Background: an optimization exercise with open tools, aiming at small area, a short achievable clock period and few clock cycles per item. Do not read the settings as production practice.
The RTL was checked by simulation tests, not by an equivalence proof against the original design.

==> v38 <==
Design hsv2rgb_stream, start of the top module:
module hsv2rgb_stream (
    input  wire        clk,
    input  wire        rst,
    input  wire        in_valid,
    output wire        in_ready,
    input  wire [7:0]  hue_i,
    input  wire [7:0]  sat_i,
    input  wire [7:0]  val_i,
    output reg         out_valid,
    output wire [31:0] rgb_o
);
==> flow/config.mk <==
export PLATFORM = sky130hd
export DESIGN_NAME = hsv2rgb_stream
export DESIGN_NICKNAME = hsv2rgb_stream
export VERILOG_FILES = /design/flow/design.v
export SDC_FILE = /design/flow/constraint.sdc
export NUM_CORES = 4
export LEC_CHECK = 0
export CAP_MARGIN = 20
export CORE_MARGIN = 2
export CORE_UTILIZATION = 40
export SLEW_MARGIN = 60
export SYNTH_HIERARCHICAL = 1
==> flow/constraint.sdc <==
create_clock -name core_clock -period 16.0 [get_ports {clk}]
set_input_delay 3.2000 -clock core_clock [delete_from_list [all_inputs] [get_ports {clk}]]
set_output_delay 3.2000 -clock core_clock [all_outputs]
set_load 0.01 [all_outputs]
run.sh (not shown) runs the stock make flow with config.mk's settings and CLKGATE_MAP_FILE= SYNTH_SCRIPT=/design/flow/synth_recipe.tcl, a recipe that flattens the netlist after the stock synthesis.
==> v28: changes against v38 <==
--- a/flow/config.mk
+++ b/flow/config.mk
@@ -8,5 +8,5 @@
 export CAP_MARGIN = 20
 export CORE_MARGIN = 2
 export CORE_UTILIZATION = 40
-export SLEW_MARGIN = 60
+export SLEW_MARGIN = 20
 export SYNTH_HIERARCHICAL = 1
==> notes.md <==
| item | v28 | v38 |
|---|---|---|
| Final wirelength | 39.8 mm | 39.6 mm |
| Vias post-DR | 13022 | 13034 |
| Final Skew | 0.0119 ns | 0.0159 ns |
| Vias in the first global route | 13572 | 13469 |
| Avg Vias per Cell | 5.61 | 5.61 |
| Longest individual stage delay on the worst path | 0.76 ns | 0.55 ns |
| Largest fanout on the critical path | 10 | 18 |
| Fraction of met2 tracks used by global routing | 31.7% | 31.8% |
| Layout cells sized above 1 | 7.12% | 8.96% |
| Status | no timing/DRC/antenna violations | no timing/DRC/antenna violations |
| DR WL met2 | 19.1 mm | 19.1 mm |
| Proportion of cell area occupied by multi-input gates | 75.7% | 75.8% |
| Clock buffer count in the final layout | 18 | 19 |
| Aggregate global-route resource usage | 19.0% | 18.8% |
| Area of all sequential standard cells | 0.00256 mm² | 0.00258 mm² |
Testbench counts of v38, summed over its fixed seeds: cycles 16,032, items 16,000.
Testbench counts of v28, summed over its fixed seeds: cycles 16,032, items 16,000.

========
==> trial 69: inputs <==
hsv2rgb_stream, a different RTL version from the one above (not shown whole).
Settings: LEC_CHECK=0, CAP_MARGIN=20, CORE_MARGIN=2, CORE_UTILIZATION=40, SLEW_MARGIN=60, SYNTH_HIERARCHICAL=1; clock period 16.0 ns.
standard.sh (not shown) runs the stock make flow with config.mk's settings and CLKGATE_MAP_FILE= SYNTH_SCRIPT=/design/flow/synth_recipe.tcl, a recipe that flattens the netlist after the stock synthesis.
==> flow/flow/run.sh <==
#!/bin/bash
# Layout flow: the standard flow (standard.sh: the standard synthesis,
# floorplan, placement, clock tree, routing and finish, at the design's
# clock and constraints), except that the port buffers that placement adds
# to every input and output are buf_4 cells instead of the default pick
# (a slow delay cell).  The whole output of the flow goes to flow.log.
set -euo pipefail
cd "$(dirname "$0")/.."
bash standard.sh BUFFER_PORTS_ARGS="-buffer_cell sky130_fd_sc_hd__buf_4" finish > flow.log 2>&1
==> build 70: changes against trial 69 <==
==> flow/run.sh (new file) <==
#!/bin/bash
# synth_recipe.tcl (not shown) runs the flow's synth.tcl, then flattens the netlist and writes it again
# the make line also repeats each setting of config.mk as NAME=value (left out here)
make -C /OpenROAD-flow-scripts/flow DESIGN_CONFIG=/design/flow/config.mk WORK_HOME=/design/flow/orfs CLKGATE_MAP_FILE= SYNTH_SCRIPT=/design/flow/synth_recipe.tcl finish
removed: flow/flow/run.sh
removed: flow/standard.sh
==> notes.md <==
In trial 69 the cell area is lower than in build 70, by 0.29%. Of build 70 and trial 69, trial 69 has the higher maximum frequency (gap 4.8%, measured against trial 69). Against build 70, the via count of trial 69 is larger by about 1%. In build 70 the register-to-register slack is lower than in trial 69, by 70 ps. Flip-flop and latch count is the same in build 70 and trial 69. In build 70 the worst setup slack is lower than in trial 69, by 220 ps. Final cell count is about the same in build 70 and trial 69.
==> figures <==
Critical path peak fanout: trial 69 16; build 70 1
Iteration count of the initial detailed-routing pass: trial 69 13; build 70 12
Detailed-placement wirelength estimate: trial 69 27700 µm; build 70 26500 µm
Filler-free cell count of the finished design: trial 69 2076; build 70 2075
Placement-stage worst setup slack: trial 69 11740 ps; build 70 11660 ps
Outcome: trial 69 complete, no violations; build 70 complete, no violations
Met1 Resource Use GR: trial 69 24.5%; build 70 24.3%
Required time of the critical path: trial 69 16360 ps; build 70 12800 ps
Via count of the routed design: trial 69 12.4k; build 70 12.2k
First-pass GRT wire length: trial 69 59200 µm; build 70 57100 µm
End-of-flow core utilization: trial 69 44.0%; build 70 44.1%
Share of cells above drive strength 1: trial 69 13.7%; build 70 10.3%
Worst setup path startpoint: trial 69 s11[6]; build 70 rgb3[9]
Filler cell count: trial 69 3553; build 70 3521
Clock buffers and inverters, area share: trial 69 4.13%; build 70 3.66%
Final critical-path setup slack: trial 69 11710 ps; build 70 11500 ps
Post-Layout Inst Area: trial 69 0.0161 mm²; build 70 0.0162 mm²
Category of the worst setup path capture point: trial 69 flip-flop; build 70 primary output
Testbench counts of trial 69, summed over its fixed seeds: cycles 16,032, items 16,000.
Testbench counts of build 70, summed over its fixed seeds: cycles 16,032, items 16,000.

## what the ideal ports hide
The results above use ideal ports. As a check the final layouts listed here were re-extracted and re-timed, cells and wires unchanged. Step 1, drivers: a clkbuf_16 drives clk and a buf_2 each remaining input, both assumed. Step 2 times the ports against the registers' clock, not the clock port: input delays grow and output delays shrink by t, the midpoint of the rising clock arrivals with the driver on. Three values: ideal ports, drivers, drivers and shift; two values: the first two.
| run | shift t [ns] | setup WS [ns] | worst setup path after step 2 | worst data-port slew with drivers (ns) | cell pins on the clock port's net |
|---|---|---|---|---|---|
| v38 | 0.495 | 10.970 / 10.970 / 10.970 | register to register | 0.03 | 1 |
| v28 | 0.497 | 10.406 / 10.406 / 10.406 | register to register | 0.04 | 1 |
| trial 69 | 0.488 | 11.712 / 11.712 / 11.712 | register to register | 0.04 | 1 |
| build 70 | 0.491 | 11.496 / 11.445 / 11.642 | register to register | 0.04 | 1 |
After both steps every run listed still meets setup and hold.
